Background: an optimization exercise with open tools, aiming at small area, a short achievable clock period and few clock cycles. Do not read the settings as production practice.
In this exercise RTL edits were held to simulation tests only and were not proved equivalent to the original.
No activity file was given, so power comes from the tool's default toggle rates.

$ cat design.v
module fli_dec (
    input  wire        clk,
    input  wire        rst,           
    input  wire        host_we,
    input  wire [2:0]  host_addr,     
    input  wire [31:0] host_wdata,
    output wire [5:0]  status,        
    output wire [1:0]  ctrl,          
    output wire [31:0] ip,
    output wire [31:0] errcode,
    input  wire        s_valid,
    input  wire [7:0]  s_data,
    input  wire        s_err,         
    input  wire [31:0] s_errcode,
    output wire        s_ready,
    output reg         fb_we,
    output wire        fb_wbank,
    output reg  [15:0] fb_waddr,
    output reg  [7:0]  fb_wdata,
    output reg         fb_re,
    output wire        fb_rbank,
    output reg  [15:0] fb_raddr,
    input  wire [7:0]  fb_rdata,
    output reg         pal_we,
    output wire        pal_wbank,
    output reg  [9:0]  pal_waddr,
    output reg  [7:0]  pal_wdata,
    output reg         pal_re,
    output wire        pal_rbank,
    output reg  [9:0]  pal_raddr,
    input  wire [7:0]  pal_rdata
);
    localparam [15:0] M_COLOR2 = 16'd4;
    localparam [15:0] M_LC2    = 16'd7;
    localparam [15:0] M_COLOR  = 16'd11;
    localparam [15:0] M_LC     = 16'd12;
    localparam [15:0] M_BRUN   = 16'd15;
    localparam [32:0] FBCAP = 33'd65536;
    localparam [5:0]
        S_IDLE     = 6'd0,
        S_DONE     = 6'd1,
        S_FAULT    = 6'd2,
        S_CPF_RD   = 6'd3,    
        S_CPF_WR   = 6'd4,    
        S_CPP_RD   = 6'd5,    
        S_CPP_WR   = 6'd6,    
        S_PAL_HDR0 = 6'd7,
        S_PAL_HDR1 = 6'd8,
        S_PAL_PKT  = 6'd9,    
        S_PAL_CNT  = 6'd10,
        S_PAL_R    = 6'd11,
        S_PAL_G    = 6'd12,
        S_PAL_B    = 6'd13,
        S_PAL_W0   = 6'd14,
        S_PAL_W1   = 6'd15,
        S_PAL_W2   = 6'd16,
        S_PAL_FULL = 6'd17,
        S_PAL_FW   = 6'd18,
        S_BR_LINE  = 6'd19,
        S_BR_PKT   = 6'd20,
        S_LC_HDR0  = 6'd21,
        S_LC_HDR1  = 6'd22,
        S_LC_HDR2  = 6'd23,
        S_LC_HDR3  = 6'd24,
        S_LC_LINE  = 6'd25,
        S_LC_PKT   = 6'd26,
        S_LC_C     = 6'd27,
        S_L2_HDR0  = 6'd28,
        S_L2_HDR1  = 6'd29,
        S_L2_LINE  = 6'd30,
        S_L2_W1    = 6'd31,
        S_L2_PKT   = 6'd32,
        S_L2_C     = 6'd33,
        S_L2_EOL   = 6'd34,
        S_L2_B0    = 6'd35,
        S_L2_B1    = 6'd36,
        S_LIT_RD   = 6'd37,   
        S_LIT_WR   = 6'd38,   
        S_REP_V    = 6'd39,   
        S_REP_WR   = 6'd40;   
    reg [15:0] width, height;
    reg        fbank, pbank;
    reg        f_ioerr, f_ovf, f_pclamp, f_badop;
    reg [31:0] ip_r;
    reg [31:0] errcode_r;
    reg [5:0]  state;
    reg [15:0] op;
    reg [31:0] row, col, lim, idx;
    reg [15:0] lines, pkts;
    reg [7:0]  lastpix;
    reg        lastv;
    reg [15:0] row_base;      
    reg [8:0]  len;           
    reg [7:0]  cnt;           
    reg [7:0]  skip;
    reg [7:0]  lo;            
    reg [7:0]  dat, dat1;     
    reg        pair_sel;      
    reg [16:0] cp_addr;       
    reg [16:0] cp_len;        
    reg [9:0]  pj;            
    reg [7:0]  pr, pg, pb;    
    wire busy = (state != S_IDLE) && (state != S_DONE) && (state != S_FAULT);
    wire idle = (state == S_IDLE) || (state == S_DONE);
    assign status    = {f_badop, f_pclamp, f_ovf, f_ioerr, (state == S_DONE), busy};
    assign ctrl      = {pbank, fbank};
    assign ip        = ip_r;
    assign errcode   = errcode_r;
    assign fb_wbank  = fbank;
    assign fb_rbank  = ~fbank;
    assign pal_wbank = pbank;
    assign pal_rbank = ~pbank;
    wire [31:0] wh = width * height;
    wire [31:0] rows_left = (row < {16'd0, height}) ? ({16'd0, height} - row) : 32'd0;
    wire [31:0] lim_new = width * rows_left[15:0];
    wire [31:0] base_new = width * row[15:0];
    reg rd_state;
    always @(*) begin
        case (state)
            S_PAL_HDR0, S_PAL_HDR1, S_PAL_CNT, S_PAL_R, S_PAL_G, S_PAL_B,
            S_PAL_FULL, S_LC_HDR0, S_LC_HDR1, S_LC_HDR2, S_LC_HDR3, S_LC_C,
            S_L2_HDR0, S_L2_HDR1, S_L2_W1, S_L2_C, S_L2_B0, S_L2_B1,
            S_LIT_RD, S_REP_V:
                rd_state = 1'b1;
            S_PAL_PKT:                   rd_state = (pkts != 16'd0);
            S_BR_LINE, S_LC_LINE, S_L2_LINE: rd_state = (lines != 16'd0);
            S_BR_PKT, S_LC_PKT, S_L2_PKT:    rd_state = (pkts != 16'd0);
            default:                     rd_state = 1'b0;
        endcase
    end
    assign s_ready = rd_state;
    wire rd_go   = rd_state && s_valid;
    wire rd_fail = rd_state && !s_valid && s_err;
    wire pix_ok = (col < lim);
    function [7:0] sh;
        input [15:0] opv;
        input [7:0]  x;
        sh = (opv == M_COLOR) ? {x[5:0], 2'b00} : x;
    endfunction
    reg [5:0] pkt_state;
    always @(*) begin
        if (op == M_BRUN)    pkt_state = S_BR_PKT;
        else if (op == M_LC) pkt_state = S_LC_PKT;
        else                 pkt_state = S_L2_PKT;
    end
    wire [15:0] word = {s_data, lo};
    always @(*) begin
        fb_we     = 1'b0;
        fb_waddr  = row_base + col[15:0];
        fb_wdata  = dat;
        fb_re     = 1'b0;
        fb_raddr  = cp_addr[15:0];
        pal_we    = 1'b0;
        pal_waddr = 10'd0;
        pal_wdata = 8'd0;
        pal_re    = 1'b0;
        pal_raddr = cp_addr[9:0];
        case (state)
            S_CPF_RD: fb_re = (cp_addr != cp_len);
            S_CPF_WR: begin
                fb_we    = 1'b1;
                fb_waddr = cp_addr[15:0];
                fb_wdata = fb_rdata;
            end
            S_CPP_RD: pal_re = 1'b1;
            S_CPP_WR: begin
                pal_we    = 1'b1;
                pal_waddr = cp_addr[9:0];
                pal_wdata = pal_rdata;
            end
            S_PAL_W0: begin
                pal_we    = (idx < 32'd256);
                pal_waddr = idx[7:0] * 10'd3;
                pal_wdata = pr;
            end
            S_PAL_W1: begin
                pal_we    = 1'b1;
                pal_waddr = idx[7:0] * 10'd3 + 10'd1;
                pal_wdata = pg;
            end
            S_PAL_W2: begin
                pal_we    = 1'b1;
                pal_waddr = idx[7:0] * 10'd3 + 10'd2;
                pal_wdata = pb;
            end
            S_PAL_FW: begin
                pal_we    = 1'b1;
                pal_waddr = pj;
                pal_wdata = dat;
            end
            S_LIT_WR: begin
                fb_we    = pix_ok;
                fb_wdata = dat;
            end
            S_REP_WR: begin
                fb_we    = pix_ok;
                fb_wdata = pair_sel ? dat1 : dat;
            end
            S_L2_EOL: begin
                fb_we    = lastv && (row < {16'd0, height}) && (width != 16'd0);
                fb_waddr = row_base + width - 16'd1;
                fb_wdata = lastpix;
            end
            default: ;
        endcase
    end
    wire host_reg = host_we && (host_addr <= 3'd4);
    wire host_ok  = host_reg && idle;
    wire cmd_pix = (host_wdata[15:0] == M_BRUN) || (host_wdata[15:0] == M_LC) ||
                   (host_wdata[15:0] == M_LC2);
    wire cmd_pal = (host_wdata[15:0] == M_COLOR) || (host_wdata[15:0] == M_COLOR2);
    wire fits    = ({1'b0, wh} <= FBCAP);
    always @(posedge clk) begin
        if (host_ok && host_addr == 3'd0) width  <= host_wdata[15:0];
        if (host_ok && host_addr == 3'd1) height <= host_wdata[15:0];
    end
    always @(posedge clk) begin
        if (rst) begin
            state     <= S_IDLE;
            fbank     <= 1'b0;
            pbank     <= 1'b0;
            f_ioerr   <= 1'b0;
            f_ovf     <= 1'b0;
            f_pclamp  <= 1'b0;
            f_badop   <= 1'b0;
            ip_r      <= 32'd0;
            errcode_r <= 32'd0;
            op        <= 16'd0;
            row       <= 32'd0;
            col       <= 32'd0;
            lim       <= 32'd0;
            idx       <= 32'd0;
            lines     <= 16'd0;
            pkts      <= 16'd0;
            lastpix   <= 8'd0;
            lastv     <= 1'b0;
            row_base  <= 16'd0;
            len       <= 9'd0;
            cnt       <= 8'd0;
            skip      <= 8'd0;
            lo        <= 8'd0;
            dat       <= 8'd0;
            dat1      <= 8'd0;
            pair_sel  <= 1'b0;
            cp_addr   <= 17'd0;
            cp_len    <= 17'd0;
            pj        <= 10'd0;
            pr        <= 8'd0;
            pg        <= 8'd0;
            pb        <= 8'd0;
        end else begin
            if (host_reg && !idle) begin
                f_badop <= 1'b1;
            end else if (host_ok) begin
                case (host_addr)
                    3'd2: begin
                        if (cmd_pal || (cmd_pix && fits)) begin
                            op      <= host_wdata[15:0];
                            ip_r    <= 32'd0;
                            cp_addr <= 17'd0;
                            if (host_wdata[15:0] == M_BRUN) begin
                                row   <= 32'd0;
                                lines <= height;
                                state <= S_BR_LINE;
                            end else if (cmd_pix) begin
                                cp_len <= wh[16:0];
                                state  <= S_CPF_RD;
                            end else begin
                                state  <= S_CPP_RD;
                            end
                        end else begin
                            f_badop <= 1'b1;
                        end
                    end
                    3'd3: begin
                        if (host_wdata[3]) f_ovf    <= 1'b0;
                        if (host_wdata[4]) f_pclamp <= 1'b0;
                        if (host_wdata[5]) f_badop  <= 1'b0;
                    end
                    3'd4: begin
                        fbank <= host_wdata[0];
                        pbank <= host_wdata[1];
                    end
                    default: ;
                endcase
            end
            if (rd_fail) begin
                f_ioerr   <= 1'b1;
                errcode_r <= s_errcode;
                state     <= S_FAULT;
            end else begin
                if (rd_go) begin
                    case (state)
                        S_PAL_HDR0, S_LC_HDR0, S_LC_HDR2, S_L2_HDR0, S_L2_LINE: ;
                        S_PAL_HDR1, S_LC_HDR1, S_LC_HDR3, S_L2_HDR1, S_L2_W1:
                            ip_r <= ip_r + 32'd2;
                        default:
                            ip_r <= ip_r + 32'd1;
                    endcase
                end
                case (state)
                    S_CPF_RD: begin
                        if (cp_addr == cp_len) begin
                            if (op == M_LC) begin
                                state <= S_LC_HDR0;
                            end else begin
                                row   <= 32'd0;
                                lastv <= 1'b0;
                                state <= S_L2_HDR0;
                            end
                        end else begin
                            state <= S_CPF_WR;
                        end
                    end
                    S_CPF_WR: begin
                        cp_addr <= cp_addr + 17'd1;
                        state   <= S_CPF_RD;
                    end
                    S_CPP_RD: state <= S_CPP_WR;
                    S_CPP_WR: begin
                        cp_addr <= cp_addr + 17'd1;
                        if (cp_addr == 17'd767) state <= S_PAL_HDR0;
                        else                    state <= S_CPP_RD;
                    end
                    S_PAL_HDR0: if (rd_go) begin
                        lo    <= s_data;
                        state <= S_PAL_HDR1;
                    end
                    S_PAL_HDR1: if (rd_go) begin
                        pkts  <= word;
                        idx   <= 32'd0;
                        state <= S_PAL_PKT;
                    end
                    S_PAL_PKT: begin
                        if (pkts == 16'd0) begin
                            state <= S_DONE;
                        end else if (rd_go) begin
                            skip  <= s_data;
                            state <= S_PAL_CNT;
                        end
                    end
                    S_PAL_CNT: if (rd_go) begin
                        if (s_data == 8'd0) begin
                            pj    <= 10'd0;
                            state <= S_PAL_FULL;
                        end else begin
                            idx   <= idx + {24'd0, skip};
                            cnt   <= s_data;
                            state <= S_PAL_R;
                        end
                    end
                    S_PAL_R: if (rd_go) begin
                        pr    <= sh(op, s_data);
                        state <= S_PAL_G;
                    end
                    S_PAL_G: if (rd_go) begin
                        pg    <= sh(op, s_data);
                        state <= S_PAL_B;
                    end
                    S_PAL_B: if (rd_go) begin
                        pb    <= sh(op, s_data);
                        state <= S_PAL_W0;
                    end
                    S_PAL_W0: begin
                        if (idx < 32'd256) begin
                            state <= S_PAL_W1;
                        end else begin
                            f_pclamp <= 1'b1;
                            idx      <= idx + 32'd1;
                            cnt      <= cnt - 8'd1;
                            if (cnt == 8'd1) begin
                                pkts  <= pkts - 16'd1;
                                state <= S_PAL_PKT;
                            end else begin
                                state <= S_PAL_R;
                            end
                        end
                    end
                    S_PAL_W1: state <= S_PAL_W2;
                    S_PAL_W2: begin
                        idx <= idx + 32'd1;
                        cnt <= cnt - 8'd1;
                        if (cnt == 8'd1) begin
                            pkts  <= pkts - 16'd1;
                            state <= S_PAL_PKT;
                        end else begin
                            state <= S_PAL_R;
                        end
                    end
                    S_PAL_FULL: if (rd_go) begin
                        dat   <= sh(op, s_data);
                        state <= S_PAL_FW;
                    end
                    S_PAL_FW: begin
                        pj <= pj + 10'd1;
                        if (pj == 10'd767) state <= S_DONE;
                        else               state <= S_PAL_FULL;
                    end
                    S_BR_LINE: begin
                        if (lines == 16'd0) begin
                            state <= S_DONE;
                        end else if (rd_go) begin
                            pkts     <= {8'd0, s_data};
                            col      <= 32'd0;
                            lim      <= lim_new;
                            row_base <= base_new[15:0];
                            state    <= S_BR_PKT;
                        end
                    end
                    S_BR_PKT: begin
                        if (pkts == 16'd0) begin
                            row   <= row + 32'd1;
                            lines <= lines - 16'd1;
                            state <= S_BR_LINE;
                        end else if (rd_go) begin
                            if (s_data[7]) begin
                                len   <= 9'd256 - {1'b0, s_data};
                                state <= S_LIT_RD;
                            end else begin
                                len      <= {2'b00, s_data[6:0]};
                                pair_sel <= 1'b0;
                                state    <= S_REP_V;
                            end
                        end
                    end
                    S_LC_HDR0: if (rd_go) begin
                        lo    <= s_data;
                        state <= S_LC_HDR1;
                    end
                    S_LC_HDR1: if (rd_go) begin
                        row   <= {16'd0, word};    
                        state <= S_LC_HDR2;
                    end
                    S_LC_HDR2: if (rd_go) begin
                        lo    <= s_data;
                        state <= S_LC_HDR3;
                    end
                    S_LC_HDR3: if (rd_go) begin
                        lines <= word;
                        state <= S_LC_LINE;
                    end
                    S_LC_LINE: begin
                        if (lines == 16'd0) begin
                            state <= S_DONE;
                        end else if (rd_go) begin
                            pkts     <= {8'd0, s_data};
                            col      <= 32'd0;
                            lim      <= lim_new;
                            row_base <= base_new[15:0];
                            state    <= S_LC_PKT;
                        end
                    end
                    S_LC_PKT: begin
                        if (pkts == 16'd0) begin
                            row   <= row + 32'd1;
                            lines <= lines - 16'd1;
                            state <= S_LC_LINE;
                        end else if (rd_go) begin
                            skip  <= s_data;
                            state <= S_LC_C;
                        end
                    end
                    S_LC_C: if (rd_go) begin
                        col <= col + {24'd0, skip};
                        if (s_data[7]) begin
                            len      <= 9'd256 - {1'b0, s_data};
                            pair_sel <= 1'b0;
                            state    <= S_REP_V;
                        end else if (s_data == 8'd0) begin
                            pkts  <= pkts - 16'd1;
                            state <= S_LC_PKT;
                        end else begin
                            len   <= {2'b00, s_data[6:0]};
                            state <= S_LIT_RD;
                        end
                    end
                    S_L2_HDR0: if (rd_go) begin
                        lo    <= s_data;
                        state <= S_L2_HDR1;
                    end
                    S_L2_HDR1: if (rd_go) begin
                        lines <= word;
                        row   <= 32'd0;
                        lastv <= 1'b0;
                        state <= S_L2_LINE;
                    end
                    S_L2_LINE: begin
                        if (lines == 16'd0) begin
                            state <= S_DONE;
                        end else if (rd_go) begin
                            lo    <= s_data;
                            state <= S_L2_W1;
                        end
                    end
                    S_L2_W1: if (rd_go) begin
                        if (word[15] && word[14]) begin
                            if (row + (32'd65536 - {16'd0, word}) > {16'd0, height})
                                row <= {16'd0, height};
                            else
                                row <= row + (32'd65536 - {16'd0, word});
                            state <= S_L2_LINE;
                        end else if (word[15]) begin
                            lastpix <= word[7:0];
                            lastv   <= 1'b1;
                            state   <= S_L2_LINE;
                        end else begin
                            pkts     <= word;
                            col      <= 32'd0;
                            lim      <= lim_new;
                            row_base <= base_new[15:0];
                            state    <= S_L2_PKT;
                        end
                    end
                    S_L2_PKT: begin
                        if (pkts == 16'd0) begin
                            state <= S_L2_EOL;
                        end else if (rd_go) begin
                            skip  <= s_data;
                            state <= S_L2_C;
                        end
                    end
                    S_L2_EOL: begin
                        if (lastv && !((row < {16'd0, height}) && (width != 16'd0)))
                            f_ovf <= 1'b1;
                        lastv <= 1'b0;
                        if (row < {16'd0, height}) row <= row + 32'd1;
                        lines <= lines - 16'd1;
                        state <= S_L2_LINE;
                    end
                    S_L2_C: if (rd_go) begin
                        col <= col + {24'd0, skip};
                        if (s_data[7]) begin
                            len   <= {(9'd256 - {1'b0, s_data}), 1'b0} ;
                            state <= S_L2_B0;
                        end else if (s_data == 8'd0) begin
                            pkts  <= pkts - 16'd1;
                            state <= S_L2_PKT;
                        end else begin
                            len   <= {1'b0, s_data[6:0], 1'b0};
                            state <= S_LIT_RD;
                        end
                    end
                    S_L2_B0: if (rd_go) begin
                        dat   <= s_data;
                        state <= S_L2_B1;
                    end
                    S_L2_B1: if (rd_go) begin
                        dat1     <= s_data;
                        pair_sel <= 1'b0;
                        state    <= S_REP_WR;
                    end
                    S_LIT_RD: if (rd_go) begin
                        dat   <= s_data;
                        state <= S_LIT_WR;
                    end
                    S_LIT_WR: begin
                        if (!pix_ok) f_ovf <= 1'b1;
                        col <= col + 32'd1;
                        len <= len - 9'd1;
                        if (len == 9'd1) begin
                            pkts  <= pkts - 16'd1;
                            state <= pkt_state;
                        end else begin
                            state <= S_LIT_RD;
                        end
                    end
                    S_REP_V: if (rd_go) begin
                        dat <= s_data;
                        if (len == 9'd0) begin
                            pkts  <= pkts - 16'd1;
                            state <= pkt_state;
                        end else begin
                            state <= S_REP_WR;
                        end
                    end
                    S_REP_WR: begin
                        if (!pix_ok) f_ovf <= 1'b1;
                        col <= col + 32'd1;
                        len <= len - 9'd1;
                        if (op == M_LC2) pair_sel <= ~pair_sel;
                        if (len == 9'd1) begin
                            pkts  <= pkts - 16'd1;
                            state <= pkt_state;
                        end else begin
                            state <= S_REP_WR;
                        end
                    end
                    default: ;
                endcase
            end
        end
    end
endmodule
$ cat run.sh
#!/bin/bash
# synth_recipe.tcl (not shown) runs the flow's synth.tcl, then flattens the netlist and writes it again
# the make line also repeats each setting of config.mk as NAME=value (left out here)
make -C /OpenROAD-flow-scripts/flow DESIGN_CONFIG=/design/flow/config.mk WORK_HOME=/design/flow/orfs CLKGATE_MAP_FILE= SYNTH_SCRIPT=/design/flow/synth_recipe.tcl finish
$ cat constraint.sdc
create_clock -name core_clock -period 11.0 [get_ports {clk}]
set_input_delay 2.2000 -clock core_clock [delete_from_list [all_inputs] [get_ports {clk}]]
set_output_delay 2.2000 -clock core_clock [all_outputs]
set_load 0.01 [all_outputs]
$ cat config.mk
export PLATFORM = sky130hd
export DESIGN_NAME = fli_dec
export DESIGN_NICKNAME = fli_dec
export VERILOG_FILES = /design/flow/design.v
export SDC_FILE = /design/flow/constraint.sdc
export NUM_CORES = 4
export LEC_CHECK = 0
export CAP_MARGIN = 20
export CORE_MARGIN = 2
export CORE_UTILIZATION = 40
export SLEW_MARGIN = 20
==> out/metrics.cfg <==
[status]
status = timing/DRC/antenna clean

[clock_tree]
cts_buffers = 52
path_clk_slew_ns = 0.06
post_cts_resized = 0
cts_hold_buf = 0
postCtsSetupBuffers = 0
clk_latency_ns = 0.69
cts_root_buf = clkbuf_16
tritoncts = yes
clk_path_buf_depth = 3
htreeDepth = 2
clock-sinks = 427

[floorplan]
io_pins = 245
rows = 129
die_area_mm2 = 0.128
core_mm2 = 0.124
die_h_um = 358
dieWidth_um = 358
initial_utilization_pct = 40.4

[routing]
drc = 0
vias = 47044
post_drt_wl_per_cell_um = 21.6
dr.pass1.iters = 6
drt_wl_total_um = 176000
antenna_left = 0
routed_via_density = 5.76
first_iter_violations = 4300

[finish]
drive_gt1_share_pct = 4.35
area_growth_pct = 11.2
nFillCells = 12436
layout_commonest_cell = nand2_1
final_cell_mix = nand2_1 (835), inv_1 (759), nor2_1 (749)
utilization_pct = 44.9
seq_area_mm2 = 0.00887
multi_input_area_mm2 = 0.0369
nNetsFinal = 7498
finish.cell_count_without_fillers = 8172

[timing]
fin_skew_ns = 0.0849
setup_violations = 0
fin_crit_sh_pct = 89.5
fmax_mhz = 102
final.min_clock_period_ns = 9.84
fin_setup_tns_ns = 0
maxSlewViolCount = 0
relSlewSlack_pct = 23.2
finalHoldViolCount = 0
setup_slack_ns = 1.16
grt_setup_unrepaired = false
worst_pin_slew_ns = 1.14

[yosys]
async_flop_share_pct = 0
synthCells = 6455
synth_area_mm2 = 0.0501
syn_nets = 7461
synth_edf_count = 32
yosys_warnings = 1
yosys.cell_types.count = 89
ys_seq_area_share_pct = 17.7
ys_ff_latch = 427
syn_avg_cell_area_um2 = 7.77
synthFlopType = dfxtp_1

[setup_path]
critical-path-max-stage-delay_ns = 0.74
ff2ff_path_depth = 33
startpoint_type = flop
arrival_ns = 10.38
worstPathMaxFanout = 33
slowest_stage = edfxtp_1
crit_type = reg -> reg
required_ns = 11.54
end_kind = flop

[min_path]
hold_class = reg -> reg
hold-path-cell-count = 2

[power]
power_density_mw_per_mm2 = 265
p_leak_nw = 24.5
power_mw = 14.8
irDropWorstVdd_mv = 0.362

[place]
dpl.hpwl_um = 133000
port_buffers = 228
post-place-ws_ns = 1.32
dp_cells = 8074
gp_congestion = 0.956

[grt]
grt_antenna_before_repair = 4
overflow = 0
gr-usage-all-layers_pct = 27.3
grt_first_pass_wirelength_um = 272000
grt_pass1_vias = 45872
grt_max_degree = 90

[flow_run]
cap_violations = 0

stage by stage:
step,hold slack [ns],area (um^2)
floorplan,0.430,50100
global placement,0.438,54000
detailed placement,0.445,54000
CTS,0.452,55800
global route,0.468,55800
finish,0.450,55800
state kept, by name, summed over array words and instances, names as in the netlist, 9 cells and up:
signal / flops
op: 16
ip_r: 32
lim: 32
errcode_r: 32
idx: 32
col: 32
row: 32
pkts: 16
pj: 10
lines: 16
len: 9
cp_addr: 17
row_base: 16
cp_len: 17
width: 16
height: 16
layer usage:
layer	vias to the layer above	GRT usage (%)	routed length, um
met5	-	0	34
met4	6	11.9	8660
met3	440	5.32	15100
met2	2001	43.0	78300
met1	22876	36.2	74000
li1	21721	-	-
synth_stat cells (63+ instances only):
master      n  share of area (%)
nor3_1    186                1.9
and3_1     67               0.84
and2_1     63               0.79
inv_1     759                5.7
nor2_1    752                5.6
clkbuf_1  310                2.3
nand2_1   835                6.3
ha_1      435                 11
xnor2_1   148                2.6
mux2i_1    87                1.7
dfxtp_1   395                 16
xor2_1    117                2.0
a21oi_1   408                4.1
o21ai_0   213                2.1
fa_1      475                 19
nand3_1   134                1.3
a21o_1     68                1.0
kinds of logic after synthesis:
group	Yosys count	share of synthesized area [%]
AOI/OAI and AO/OA	1229	15.9
xor gates and xnor gates	265	4.63
adders and majority gates	910	29.8
buffers and inverters	1161	8.98
DFF	427	17.7
muxes	91	1.83
and+or+nand+nor	2372	21.2
where the power goes:
part / internal (mW) / leakage (nW) / switching, mW
logic: 4.42 / 20.2 / 6.86
registers: 1.63 / 3.47 / 0.0750
clock network: 1.01 / 0.834 / 0.759
cell type report:
class | instances | share of cell area, %
clock inverter | 26 | 0.543
antenna | 2 | 0.00897
inverter | 774 | 5.21
multi-input combinational | 4867 | 66.1
sequential | 427 | 15.9
timing repair buffer | 370 | 6.00
tap | 1637 | 3.67
clock buffer | 69 | 2.57
worst max-delay path, delay by kind of cell (launching register included):
family,cells,cell delay (ns)
buffers and inverters,7,0.97
adders and majority gates,8,3.78
DFF,1,0.74
AOI/OAI and AO/OA,10,2.10
and+or+nand+nor,8,2.06
final timing paths:
| check | startpoint | to | slack (ns) |
|---|---|---|---|
| min | lim[27] | lim[27] | 0.45 |
| max | height[6] | lim[31] | 1.16 |
| min reg2reg | lim[27] | lim[27] | 0.45 |
| max reg2reg | height[6] | lim[31] | 1.16 |
Testbench counts, summed over its fixed seeds: cycles 959,678.

[what the ideal ports hide]
The flow's constraints put no driver on any port. The routed layout listed below was extracted and timed again, unchanged, in two steps.
Step 1 (the two cells are an assumption about what drives the block):
set clk [get_ports {clk}]
set_driving_cell -lib_cell sky130_fd_sc_hd__clkbuf_16 $clk
set_driving_cell -lib_cell sky130_fd_sc_hd__buf_2 [delete_from_list [all_inputs] $clk]
Step 2 moves the port delays by t, midway between the first and last clock arrival at a register: inputs arrive t later, outputs are due t later. That takes back most of the time a late clock gives input paths.
a / b / c = ideal / step 1 / step 2; a / b = the first two.
t, ns: 0.730
setup WS [ns]: 1.160 / 1.160 / 1.160
worst register clock-pin slew, ns: 0.07 / 0.07
After both steps setup and hold are still met in this run. For this run, drivers alone change the setup slack by 0.000 ns; drivers and shift together by 0.000 ns.
